Background: an optimization exercise with open tools, aiming at small area. Do not read the settings as production practice. The RTL was checked by simulation tests, not by an equivalence proof against the original design.

==> flow/design.v, too long to show whole: its modules and the start of the top module <==
// module stc_cos_q: 262 lines
// module stc_cos_sm: 10 lines
// module stc_cos_rom: 6 lines
// module stc_voct_b: 70 lines
// module stc_voct_s: 70 lines
// module stc_voct_r: 1030 lines
// module stc_voct_rom: 213 lines
// module stc_mul1: 573 lines
// module stc_mul2: 832 lines
// module stc_add24: 55 lines
// module stc_add30: 67 lines
// module stc_osc_core: 115 lines
module stc_osc_core (
    input  wire        clk,
    input  wire        rst,
    input  wire [1:0]  cmd,
    input  wire [63:0] ciw,
    output wire [15:0] sample_out,
    output wire        status
);
  // ...
==> flow/run.sh <==
#!/bin/bash
# synth_recipe.tcl (not shown) runs the flow's synth.tcl, then flattens the netlist and writes it again
# the make line also repeats each setting of config.mk as NAME=value (left out here)
make -C /OpenROAD-flow-scripts/flow DESIGN_CONFIG=/design/flow/config.mk WORK_HOME=/design/flow/orfs CLKGATE_MAP_FILE= SYNTH_SCRIPT=/design/flow/synth_recipe.tcl finish
==> flow/config.mk <==
export PLATFORM = sky130hd
export DESIGN_NAME = stc_osc_core
export DESIGN_NICKNAME = stc_osc_core
export VERILOG_FILES = /design/flow/design.v
export SDC_FILE = /design/flow/constraint.sdc
export NUM_CORES = 4
export LEC_CHECK = 0
export ABC_AREA = 1
export CAP_MARGIN = 20
export CORE_MARGIN = 2
export CORE_UTILIZATION = 65
export GPL_TIMING_DRIVEN = 0
export SLEW_MARGIN = 20
export SYNTH_MEMORY_MAX_BITS = 65536
==> flow/constraint.sdc <==
create_clock -name core_clock -period 26.0 [get_ports {clk}]
set_input_delay 5.2000 -clock core_clock [delete_from_list [all_inputs] [get_ports {clk}]]
set_output_delay 5.2000 -clock core_clock [all_outputs]
set_load 0.01 [all_outputs]
==> impl_metrics.py, run 1 <==
metrics = {
    "logic_synthesis": {
        "synth_compound_area_share_pct": 19.05,
        "synth_top_family_by_area": "adder cells",
        "synth.avg_cell_area_sq_um": 7.351,
        "synth_xor_area_share_pct": 10.27,
        "ys.flop_type": "dfxtp_1",
        "synth_edf_count": 69,
        "netlist.area_leader.share_pct": 22.95,
        "synth-simple-area-share_pct": 16.14,
        "synthMuxAreaShare_pct": 0.07701,
        "synthAdderAreaFrac_pct": 32.61,
        "seq_area_frac_synth_pct": 10.24,
    },
    "worst_hold_path": {
        "min_path_type": "reg2reg",
    },
    "die": {
        "placementRows": 89,
        "start_util_pct": 65.95,
        "dieArea_sq_um": 61970,
        "tap_cells": 773,
        "dieHeight_microns": 248.9,
    },
    "sta": {
        "maxSlewHeadroom_pct": 16.68,
        "tns_ns": 0,
        "fmax_mhz": 39.51,
    },
    "route": {
        "num_vias": 41660,
        "firstDrtPassIters": 16,
    },
    "critical_path": {
        "cp_slowest_cell": "fa_1",
        "startpoint_type": "input port",
        "crit_required_ns": 26.38,
        "path_max_fanout": 15,
        "cp.arrival_ns": 25.69,
    },
    "global_route": {
        "grt_max_degree": 27,
        "overflow": 0,
        "busiest_layer": "met2",
        "met3_usage_pct": 19.36,
    },
    "clocking": {
        "cts_tree": "built",
        "cts_buffers": 17,
    },
    "finish": {
        "nets": 6227,
        "final_cell_mix": "847 x inv_1, 799 x nand2_1, 447 x fa_1",
        "multi_input_comb_area_sq_um": 30650,
        "stdcell_count": 6200,
        "final_common_cell": "inv_1",
        "nonClkBufAreaFrac_pct": 5.065,
    },
    "status": {
        "status": "timing/DRC/antenna clean",
    },
    "placement": {
        "place_congestion": 1.102,
    },
}
==> run 2: changes to the inputs <==
==> flow/flow/run.sh (new file) <==
#!/bin/bash
# Own layout flow: the standard synthesis, then an area-oriented re-mapping
# of the combinational logic (flip-flops, full and half adders kept as the
# standard synthesis made them, with their names), then the standard
# layout steps from floorplan to finish.
set -euo pipefail
WORK=$(pwd)
R=$WORK/orfs/results/$FLOW_PLATFORM/stc_osc_core/base
LIB=$FLOW_HOME/platforms/$FLOW_PLATFORM/lib/sky130_fd_sc_hd__tt_025C_1v80.lib
YOSYS=$(dirname "$FLOW_HOME")/tools/install/yosys/bin/yosys
command -v yosys >/dev/null 2>&1 && YOSYS=$(command -v yosys)

bash standard.sh synth > "$WORK/synth.log" 2>&1

cp "$R/1_2_yosys.v" "$WORK/standard_synth.v"
cat > "$WORK/remap.abc" <<EOS
strash
dch
map -a
topo
EOS
cat > "$WORK/remap.ys" <<EOS
read_liberty -ignore_miss_func $LIB
setattr -mod -set blackbox 1 sky130_fd_sc_hd__dfxtp_1 sky130_fd_sc_hd__edfxtp_1 sky130_fd_sc_hd__fa_1 sky130_fd_sc_hd__ha_1
read_verilog $WORK/standard_synth.v
hierarchy -top $FLOW_TOP
flatten
rename -hide w:*.*
opt_clean -purge
abc -liberty $LIB -script $WORK/remap.abc -dont_use *lpflow* -dont_use *probe*
setundef -zero
splitnets
opt_clean -purge
hilomap -singleton -hicell sky130_fd_sc_hd__conb_1 HI -locell sky130_fd_sc_hd__conb_1 LO
insbuf -buf sky130_fd_sc_hd__buf_4 A X
check
stat -liberty $LIB
write_verilog -noattr -noexpr -nohex -nodec $WORK/remapped.v
EOS
"$YOSYS" -l "$WORK/remap.log" "$WORK/remap.ys" > /dev/null 2>&1
# every flip-flop of the standard synthesis must still be there, by name and cell
grep -E '^ *sky130_fd_sc_hd__e?dfxtp_1 ' "$WORK/standard_synth.v" | sort > "$WORK/ff_std.txt"
grep -E '^ *sky130_fd_sc_hd__e?dfxtp_1 ' "$WORK/remapped.v" | sort > "$WORK/ff_new.txt"
cmp "$WORK/ff_std.txt" "$WORK/ff_new.txt"

cp "$WORK/remapped.v" "$R/1_2_yosys.v"
rm -f "$R/1_synth.odb" "$R/1_synth.sdc"
touch "$R/1_2_yosys.v"
bash standard.sh > "$WORK/layout.log" 2>&1
test -f "$WORK/out/final.def"
==> flow/standard.sh (new file) <==
#!/bin/bash
# synth_recipe.tcl (not shown) runs the flow's synth.tcl, then flattens the netlist and writes it again
# the make line also repeats each setting of config.mk as NAME=value (left out here)
make -C /OpenROAD-flow-scripts/flow DESIGN_CONFIG=/design/flow/config.mk WORK_HOME=/design/flow/orfs CLKGATE_MAP_FILE= SYNTH_SCRIPT=/design/flow/synth_recipe.tcl "${@:-finish}"
--- a/flow/config.mk
+++ b/flow/config.mk
@@ -8,7 +8,7 @@
 export ABC_AREA = 1
 export CAP_MARGIN = 20
 export CORE_MARGIN = 2
-export CORE_UTILIZATION = 65
+export CORE_UTILIZATION = 55
 export GPL_TIMING_DRIVEN = 0
 export SLEW_MARGIN = 20
 export SYNTH_MEMORY_MAX_BITS = 65536
removed: flow/run.sh
==> impl_metrics.py, run 2 <==
metrics = {
    "sta": {
        "period_needed_ns": 25.00,
        "whs_ns": 0.4417,
        "layout_setup_ws_ns": 0.9990,
        "hold_viol_final": 0,
        "maxSlewHeadroom_pct": 19.40,
        "setup_viol": 0,
        "slew_viol_final": 0,
        "period_share_pct": 96.16,
        "tns_ns": 0,
        "fin_skew_ns": 0.01934,
        "max_slew.worst_pin.slew_ns": 1.206,
        "fmax_mhz": 40.00,
    },
    "route": {
        "via_per_inst": 6.310,
        "drt.antenna.violating_nets": 0,
        "drc": 0,
        "num_vias": 36290,
        "wl_per_cell_microns": 22.82,
        "wl_microns": 131200,
        "firstDrtPassIters": 8,
        "drt-initial-drc-count": 4652,
    },
    "logic_synthesis": {
        "syn_area_sq_um": 36510,
        "synth.avg_cell_area_sq_um": 7.763,
        "synth_warnings": 5,
        "synth_fp_nets": 5519,
        "postSynthCellCount": 4703,
    },
    "finish": {
        "top_regs": "par_q x35, pm_q x30",
        "final_common_cell": "clkinv_1",
        "num-fill-cells": 6082,
        "utilization_pct": 62.21,
        "drive_gt1_share_pct": 6.364,
        "regMostFlops": "par_q",
        "largest_reg_flops": 35,
        "synthToLayoutAreaGrowth_pct": 12.02,
        "diodes": 0,
        "fin_area_sq_um": 40900,
        "final_cell_mix": "812 x clkinv_1, 519 x nor2_1, 447 x fa_1",
        "stdcell_count": 5751,
        "nets": 5690,
    },
    "die": {
        "placementRows": 94,
        "fp.dieW_microns": 261.6,
        "dieArea_sq_um": 68460,
        "io_pins": 85,
        "core_area_sq_um": 65750,
        "dieHeight_microns": 261.6,
        "start_util_pct": 55.53,
    },
    "global_route": {
        "grt_use_met1_pct": 53.58,
        "busiest_layer": "met2",
        "met3_usage_pct": 6.404,
        "track_usage_pct": 38.60,
        "grt_pass1_wl_microns": 204900,
        "use_met2_pct": 61.33,
        "antenna_found_initial": 0,
        "grt_max_degree": 59,
        "grt_pass1_vias": 35060,
        "overflow": 0,
    },
    "clocking": {
        "cts_root_buf": "clkbuf_16",
        "clk_path_buf_depth": 2,
        "h-tree-depth": 4,
        "cts_tree": "built",
        "cts_buffers": 17,
        "worstSkewPairLatency_ns": 0.47,
        "cts.hold.buffers_added": 0,
        "cts.sinks": 165,
        "path_clk_slew_ns": 0.09,
    },
    "critical_path": {
        "path_max_fanout": 38,
        "cp.arrival_ns": 25.32,
        "crit_path_frequent_cell": "clkinv_1",
        "endpoint_kind": "register",
        "crit_type": "in2reg",
        "startpoint_type": "input port",
        "r2r_start": "par_q[0]$_DFFE_PN_",
        "startpoint": "ciw[17]",
        "max_stage_delay_ns": 0.76,
        "crit_required_ns": 26.32,
        "cp_slowest_cell": "nor2_1",
    },
    "placement": {
        "placed_area_sq_um": 39670,
        "hpwlAfterDp_microns": 100300,
        "numPortBuffers": 80,
        "place_congestion": 0.9955,
        "pre_cts_ws_ns": -4.441,
        "dp_cells": 5699,
    },
    "worst_hold_path": {
        "min_path_type": "reg2reg",
        "hold_start": "pw_q[0]$_SDFFE_PP0P_",
    },
    "status": {
        "status": "timing/DRC/antenna clean",
    },
    "job": {
        "drv_cap": 0,
    },
}
[run 2: path summary, 6_finish.rpt]
kind | to | slack, ns | depth (start not counted)
hold / removal | pw_q[0]$_SDFFE_PP0P_ | 0.44 | 2
setup reg to reg | sample_q[11]$_SDFFE_PP0N_ | 1.08 | 86
hold reg to reg | pw_q[0]$_SDFFE_PP0P_ | 0.44 | 2
setup / recovery | sample_q[11]$_SDFFE_PP0N_ | 1.0 | 81
[run 2: critical path: cells and delay by family]
family / cells / cell delay [ns]
AOI/OAI and AO/OA: 25 / 4.78
buffers and inverters: 19 / 3.28
adders and majority gates: 20 / 8.26
and+or+nand+nor: 14 / 3.08
xor gates and xnor gates: 3 / 0.66
[run 2: layer usage]
layer,up-vias,part of all wire [%]
met3,351,9.9
met1,17430,41
met4,0,3.7
met2,2110,45
li1,16400,-
met5,-,0
[run 2: area by class of cell]
type	count	area (sq um)	area share, %
buffer	4	15.01	0.03671
sequential	165	3995	9.768
clock buffer	17	425.4	1.040
clock inverter	15	181.4	0.4436
timing repair buffer	151	1872	4.577
timing repair inverter	1	5.005	0.01224
inverter	843	3274	8.006
multi-input combinational	3691	30050	73.47
tap	864	1081	2.643
[run 2: repair_timing]
action / 4_1_cts / 5_1_grt
resized for setup: 74 / 86
pin swaps: 0 / 3
cloned: 0 / 1
buffers inserted: 4 / 15
setup endpoints to repair: 16 / 8
endpoints found under the hold margin: 0 / 0
==> run 3: changes to the inputs <==
--- a/flow/config.mk
+++ b/flow/config.mk
@@ -8,7 +8,7 @@
 export ABC_AREA = 1
 export CAP_MARGIN = 20
 export CORE_MARGIN = 2
-export CORE_UTILIZATION = 55
+export CORE_UTILIZATION = 65
 export GPL_TIMING_DRIVEN = 0
 export SLEW_MARGIN = 20
 export SYNTH_MEMORY_MAX_BITS = 65536
==> impl_metrics.py, run 3 <==
metrics = {
    "global_route": {
        "overflow": 0,
        "track_usage_pct": 44.52,
        "grt_pass1_wl_microns": 201000,
        "grt_max_degree": 41,
        "antenna_found_initial": 1,
        "grt_pass1_vias": 36150,
    },
    "critical_path": {
        "max_stage_delay_ns": 0.61,
        "r2r_start": "par_q[0]$_DFFE_PN_",
        "cp_slowest_cell": "a21oi_2",
        "path_max_fanout": 15,
        "reg2reg_to": "sample_q[14]$_SDFFE_PP0N_",
        "crit_required_ns": 26.33,
        "cp.arrival_ns": 25.46,
        "reg2reg_slack_ns": 1.28,
        "startpoint_type": "input port",
        "worstRegToRegCells": 92,
        "endpoint_kind": "register",
        "crit_path_frequent_cell": "clkinv_1",
        "crit_type": "in2reg",
    },
    "finish": {
        "stdcell_count": 5631,
        "final_common_cell": "clkinv_1",
        "drive_gt1_share_pct": 6.145,
        "nets": 5685,
        "largest_reg_flops": 35,
        "regMostFlops": "par_q",
        "utilization_pct": 73.36,
        "final_cell_mix": "812 x clkinv_1, 517 x nor2_1, 447 x fa_1",
        "top_regs": "par_q x35, pm_q x30",
        "num-fill-cells": 4337,
        "synthToLayoutAreaGrowth_pct": 11.13,
    },
    "clocking": {
        "cts_tree": "built",
        "cts.sinks": 165,
        "cts.hold.buffers_added": 0,
        "worstSkewPairLatency_ns": 0.45,
        "h-tree-depth": 4,
        "cts_buffers": 17,
        "cts_root_buf": "clkbuf_16",
        "clk_path_buf_depth": 2,
        "path_clk_slew_ns": 0.07,
    },
    "placement": {
        "place_congestion": 1.029,
        "pre_cts_ws_ns": -4.176,
        "hpwlAfterDp_microns": 98370,
        "numPortBuffers": 80,
        "dp_cells": 5578,
    },
    "die": {
        "io_pins": 85,
        "core_area_sq_um": 55310,
        "placementRows": 86,
        "fp.dieW_microns": 241,
        "dieHeight_microns": 241,
        "start_util_pct": 66.01,
        "dieArea_sq_um": 58080,
    },
    "worst_hold_path": {
        "holdPathEnd": "pw_q[0]$_SDFFE_PP0P_",
        "whs_path_depth": 2,
        "min_path_type": "reg2reg",
        "hold_start": "pw_q[0]$_SDFFE_PP0P_",
    },
    "logic_synthesis": {
        "synth_warnings": 5,
        "synth_fp_nets": 5519,
        "synth.avg_cell_area_sq_um": 7.763,
        "postSynthCellCount": 4703,
        "syn_area_sq_um": 36510,
    },
    "route": {
        "firstDrtPassIters": 7,
        "via_per_inst": 6.666,
        "wl_per_cell_microns": 23.00,
        "drt.antenna.violating_nets": 0,
        "drc": 0,
        "wl_microns": 129500,
        "drt-initial-drc-count": 5396,
        "num_vias": 37540,
    },
    "sta": {
        "period_share_pct": 96.62,
        "maxSlewHeadroom_pct": 17.17,
        "slew_viol_final": 0,
        "fmax_mhz": 39.81,
        "layout_setup_ws_ns": 0.8778,
        "fin_skew_ns": 0.01421,
        "setup_viol": 0,
        "max_slew.worst_pin.slew_ns": 1.238,
        "hold_viol_final": 0,
        "period_needed_ns": 25.12,
    },
    "job": {
        "drv_cap": 0,
    },
    "status": {
        "status": "timing/DRC/antenna clean",
    },
}
-- run 3: cell type report --
cell class / count / area (sq um) / area share (%)
antenna: 1 / 2.502 / 0.006168
multi-input combinational: 3691 / 30050 / 74.06
buffer: 4 / 15.01 / 0.03701
clock inverter: 13 / 112.6 / 0.2775
timing repair inverter: 1 / 5.005 / 0.01234
sequential: 165 / 3995 / 9.847
clock buffer: 19 / 454.2 / 1.119
tap: 748 / 935.9 / 2.307
timing repair buffer: 146 / 1745 / 4.302
inverter: 843 / 3257 / 8.027
-- run 3: per-stage QoR --
step	hold slack, ns	TNS (ns)	instance area, sq um
after floorplan	0.4169	0	36510
after global placement	0.4242	-180.77	38250
after detailed placement	0.4285	-37.21	39340
after CTS	0.4382	0	40130
after global routing	0.4665	-0.03523	40570
final	0.4462	0	40570
-- run 3: how the worst max path moves through the flow --
stage / from / end / slack [ns]
4_1_cts: ciw[11] / sample_q[11]$_SDFFE_PP0N_ / 0.07
3_5_place_dp: ciw[16] / sample_q[14]$_SDFFE_PP0N_ / -4.18
2_1_floorplan: ciw[13] / sample_q[14]$_SDFFE_PP0N_ / 1.71
6_report: ciw[10] / sample_q[11]$_SDFFE_PP0N_ / 0.88
3_3_place_gp: cmd[0] / sample_q[14]$_SDFFE_PP0N_ / -8.12
5_1_grt: ciw[10] / sample_q[14]$_SDFFE_PP0N_ / -0.04
-- run 3: metal layers --
layer  up-vias  global-route usage (%)  wire length, microns  share of wire [%]
met5         -                       0                     8             0.0062
met4         2                   24.64                  8545                6.6
met3       610                   9.242                 16020                 12
met2      2734                   68.03                 56760                 44
met1     17820                   59.21                 48190                 37
li1      16370                       -                     -                  -
-- run 3: what timing repair did --
item / CTS / global route
setup buffers: 8 / 9
setup endpoints to repair: 10 / 8
gates resized for setup: 66 / 95
pin swaps: 0 / 6
cloned: 0 / 1
-- run 3: worst max-delay path: cells and delay by family --
family / cells / cell delay, ns
AO/OA/AOI/OAI: 29 / 6.28
XOR/XNOR: 2 / 0.37
adder cells (fa/ha/maj): 21 / 8.43
buffers and inverters: 18 / 2.43
AND/OR/NAND/NOR: 19 / 2.68
==> run 4: changes to the inputs <==
--- a/flow/config.mk
+++ b/flow/config.mk
@@ -6,9 +6,9 @@
 export NUM_CORES = 4
 export LEC_CHECK = 0
 export ABC_AREA = 1
-export CAP_MARGIN = 20
+export CAP_MARGIN = 12
 export CORE_MARGIN = 2
 export CORE_UTILIZATION = 65
 export GPL_TIMING_DRIVEN = 0
-export SLEW_MARGIN = 20
+export SLEW_MARGIN = 12
 export SYNTH_MEMORY_MAX_BITS = 65536
==> impl_metrics.py, run 4 <==
metrics = {
    "status": {
        "status": "timing/DRC/antenna clean",
    },
    "finish": {
        "top_regs": "par_q x35, pm_q x30",
        "synthToLayoutAreaGrowth_pct": 11.19,
        "num-fill-cells": 4333,
        "nets": 5693,
        "drive_gt1_share_pct": 6.053,
        "regMostFlops": "par_q",
        "fin_area_sq_um": 40600,
        "largest_reg_flops": 35,
        "final_common_cell": "clkinv_1",
        "final_cell_mix": "817 x clkinv_1, 522 x nor2_1, 447 x fa_1",
    },
    "job": {
        "drv_cap": 0,
    },
    "clocking": {
        "cts.sinks": 165,
        "path_clk_slew_ns": 0.07,
        "cts_root_buf": "clkbuf_16",
        "worstSkewPairLatency_ns": 0.45,
        "cts_buffers": 17,
        "clk_path_buf_depth": 2,
        "h-tree-depth": 4,
        "cts_tree": "built",
        "cts.hold.buffers_added": 0,
    },
    "placement": {
        "placed_area_sq_um": 39310,
        "place_congestion": 1.029,
        "hpwlAfterDp_microns": 98150,
        "numPortBuffers": 80,
        "pre_cts_ws_ns": -4.246,
    },
    "route": {
        "wl_per_cell_microns": 23.06,
        "wl_microns": 130000,
        "drt.antenna.violating_nets": 0,
        "num_vias": 37350,
        "via_per_inst": 6.623,
        "drt-initial-drc-count": 5000,
        "firstDrtPassIters": 9,
        "drc": 0,
    },
    "sta": {
        "hold_viol_final": 0,
        "fmax_mhz": 39.77,
        "slew_viol_final": 0,
        "max_slew.worst_pin.slew_ns": 1.327,
        "tns_ns": 0,
        "period_needed_ns": 25.15,
        "setup_viol": 0,
        "maxSlewHeadroom_pct": 10.59,
        "layout_setup_ws_ns": 0.8539,
        "period_share_pct": 96.72,
        "fin_skew_ns": 0.01019,
    },
    "critical_path": {
        "endpoint_kind": "register",
        "crit_type": "in2reg",
        "path_max_fanout": 18,
        "worstRegToRegCells": 91,
        "cp_slowest_cell": "a221oi_2",
        "reg2reg_slack_ns": 1.19,
        "max_stage_delay_ns": 0.75,
        "startpoint_type": "input port",
        "startpoint": "ciw[11]",
        "crit_path_frequent_cell": "fa_1",
        "crit_required_ns": 26.38,
        "reg2reg_to": "sample_q[14]$_SDFFE_PP0N_",
        "cp-endpoint": "sample_q[14]$_SDFFE_PP0N_",
        "cp.arrival_ns": 25.52,
        "r2r_start": "par_q[0]$_DFFE_PN_",
    },
    "logic_synthesis": {
        "postSynthCellCount": 4703,
        "synth_warnings": 5,
        "syn_area_sq_um": 36510,
        "synth.avg_cell_area_sq_um": 7.763,
        "synth_fp_nets": 5519,
    },
    "global_route": {
        "grt_max_degree": 63,
        "antenna_found_initial": 4,
        "overflow": 0,
        "track_usage_pct": 44.83,
        "grt_pass1_wl_microns": 201900,
        "grt_pass1_vias": 36550,
    },
    "worst_hold_path": {
        "hold_start": "pw_q[0]$_SDFFE_PP0P_",
        "min_path_type": "reg2reg",
        "whs_path_depth": 2,
    },
    "die": {
        "core_area_sq_um": 55310,
        "fp.dieW_microns": 241,
        "dieArea_sq_um": 58080,
        "dieHeight_microns": 241,
        "io_pins": 85,
        "start_util_pct": 66.01,
        "placementRows": 86,
    },
}
run 4: cell count changes in the layout (fill, tap and decap cells not counted), sizes merged:
cell      delta
clkinvlp     -1
inv          -4
buf         +10
clkinv       +4
clkbuf       -1
run 4: worst min-delay path by stage:
| stage | to |
|---|---|
| final | pw_q[0]$_SDFFE_PP0P_ |
| after global routing | pw_q[20]$_SDFFE_PP0P_ |
| after CTS | pw_q[0]$_SDFFE_PP0P_ |
| after detailed placement | pw_q[0]$_SDFFE_PP0P_ |
| after global placement | pw_q[20]$_SDFFE_PP0P_ |
| after floorplan | pw_q[0]$_SDFFE_PP0P_ |
run 4: routing by layer:
layer	GRT usage [%]	vias to the layer above	share of wire [%]	wire length (microns)
li1	-	16380	-	-
met1	58.36	17760	37	48200
met2	67.75	2642	44	56920
met3	12.01	565	13	16670
met4	25.22	6	6.3	8184
met5	0	-	0.035	45
run 4: what timing repair did:
| item | CTS | global route |
|---|---|---|
| pin swaps | 0 | 9 |
| gates resized for setup | 70 | 94 |
| setup endpoints to repair | 20 | 8 |
| setup buffers | 6 | 15 |
run 4: final cells by class:
class,count,area (sq um),share of cell area (%)
multi-input combinational,3691,29970,73.82
buffer,4,15.01,0.03699
inverter,843,3248,8.001
sequential,165,3995,9.841
timing repair buffer,155,1851,4.558
tap,748,935.9,2.305
clock buffer,19,464.2,1.143
clock inverter,13,115.1,0.2836
antenna,1,2.502,0.006164
run 4: critical path, delay by kind of cell:
kind,cells,cell delay (ns)
adders and majority gates,23,9.07
AOI/OAI and AO/OA,27,5.46
buffers and inverters,14,2.20
and+or+nand+nor,25,3.01
xor gates and xnor gates,2,0.51
run 4: metrics by stage:
stage          std cells  hold WS (ns)  util, %
4_1_cts             5620        0.4382    72.45
6_report            5639        0.4488    73.40
2_1_floorplan       4703        0.4169        -
3_3_place_gp        5531        0.4242    69.15
5_1_grt             5638        0.4665    73.39
3_5_place_dp        5582        0.4285    71.08
==> run 5: changes to the inputs <==
--- a/flow/config.mk
+++ b/flow/config.mk
@@ -6,9 +6,9 @@
 export NUM_CORES = 4
 export LEC_CHECK = 0
 export ABC_AREA = 1
-export CAP_MARGIN = 12
+export CAP_MARGIN = 20
 export CORE_MARGIN = 2
-export CORE_UTILIZATION = 65
+export CORE_UTILIZATION = 72
 export GPL_TIMING_DRIVEN = 0
-export SLEW_MARGIN = 12
+export SLEW_MARGIN = 20
 export SYNTH_MEMORY_MAX_BITS = 65536
==> impl_metrics.py, run 5 <==
metrics = {
    "placement": {
        "dp_cells": 5506,
        "numPortBuffers": 80,
        "place_congestion": 1.041,
        "hpwlAfterDp_microns": 111800,
        "pre_cts_ws_ns": -4.058,
    },
    "clocking": {
        "h-tree-depth": 4,
        "cts_buffers": 17,
        "cts_root_buf": "clkbuf_16",
        "clk_path_buf_depth": 2,
        "cts.hold.buffers_added": 0,
    },
    "die": {
        "dieHeight_microns": 229.2,
        "fp.dieW_microns": 229.2,
        "io_pins": 85,
        "start_util_pct": 72.92,
        "placementRows": 82,
    },
    "logic_synthesis": {
        "syn_area_sq_um": 36510,
        "synth_fp_nets": 5519,
        "postSynthCellCount": 4703,
        "synth.avg_cell_area_sq_um": 7.763,
        "synth_warnings": 5,
    },
    "status": {
        "failing_step": "global routing",
        "status": "aborted with a tool error",
        "error_line": "[ERROR GRT-0116] Global routing finished with congestion. Check the congestion regions in the DRC Viewer.",
    },
    "global_route": {
        "grt_max_degree": 55,
    },
}
-- run 5: worst min path at each step --
stage | startpoint | endpoint | slack, ns | cells after the start
3_5_place_dp | pw_q[0]$_SDFFE_PP0P_ | pw_q[0]$_SDFFE_PP0P_ | 0.44 | 2
3_3_place_gp | pw_q[0]$_SDFFE_PP0P_ | pw_q[0]$_SDFFE_PP0P_ | 0.43 | 2
2_1_floorplan | pw_q[0]$_SDFFE_PP0P_ | pw_q[0]$_SDFFE_PP0P_ | 0.42 | 2
4_1_cts | pw_q[0]$_SDFFE_PP0P_ | pw_q[0]$_SDFFE_PP0P_ | 0.46 | 2
-- run 5: per-stage QoR --
step / instance area [sq um]
floorplan: 36510
detailed placement: 39350
global placement: 38150
CTS: 40230
-- run 5: timing repair --
item / in CTS
setup buffers: 4
setup endpoints to repair: 21
gates resized for setup: 89
pin swaps: 1

-- port drivers added, routing unchanged --
Ports are ideal in the flow. The routed layouts listed here were re-timed in OpenROAD.
Step 1 assumes that a clkbuf_16 drives the clock port and a buf_2 every other input.
Step 2 times the ports against the registers' clock, not the clock port: input delays grow and output delays shrink by t, the midpoint of the rising clock arrivals with the driver on.
Three values: no drivers, after step 1, after step 2; two values: the first two.
| run | shift t [ns] | setup slack, ns | worst setup path after step 2 | latest minus earliest clock arrival (ns) |
|---|---|---|---|---|
| run 1 | 0.560 | 0.690 / 0.729 / 0.168 | input to register | 0.025 / 0.025 |
| run 2 | 0.513 | 0.999 / 1.034 / 0.521 | input to register | 0.020 / 0.020 |
| run 3 | 0.497 | 0.878 / 0.904 / 0.406 | input to register | 0.014 / 0.015 |
| run 4 | 0.502 | 0.854 / 0.871 / 0.369 | input to register | 0.011 / 0.010 |
After both steps every run listed still meets setup and hold. The setup slack of run 1, which loses most, moves by +0.039 ns with the drivers and by -0.522 ns with both steps.
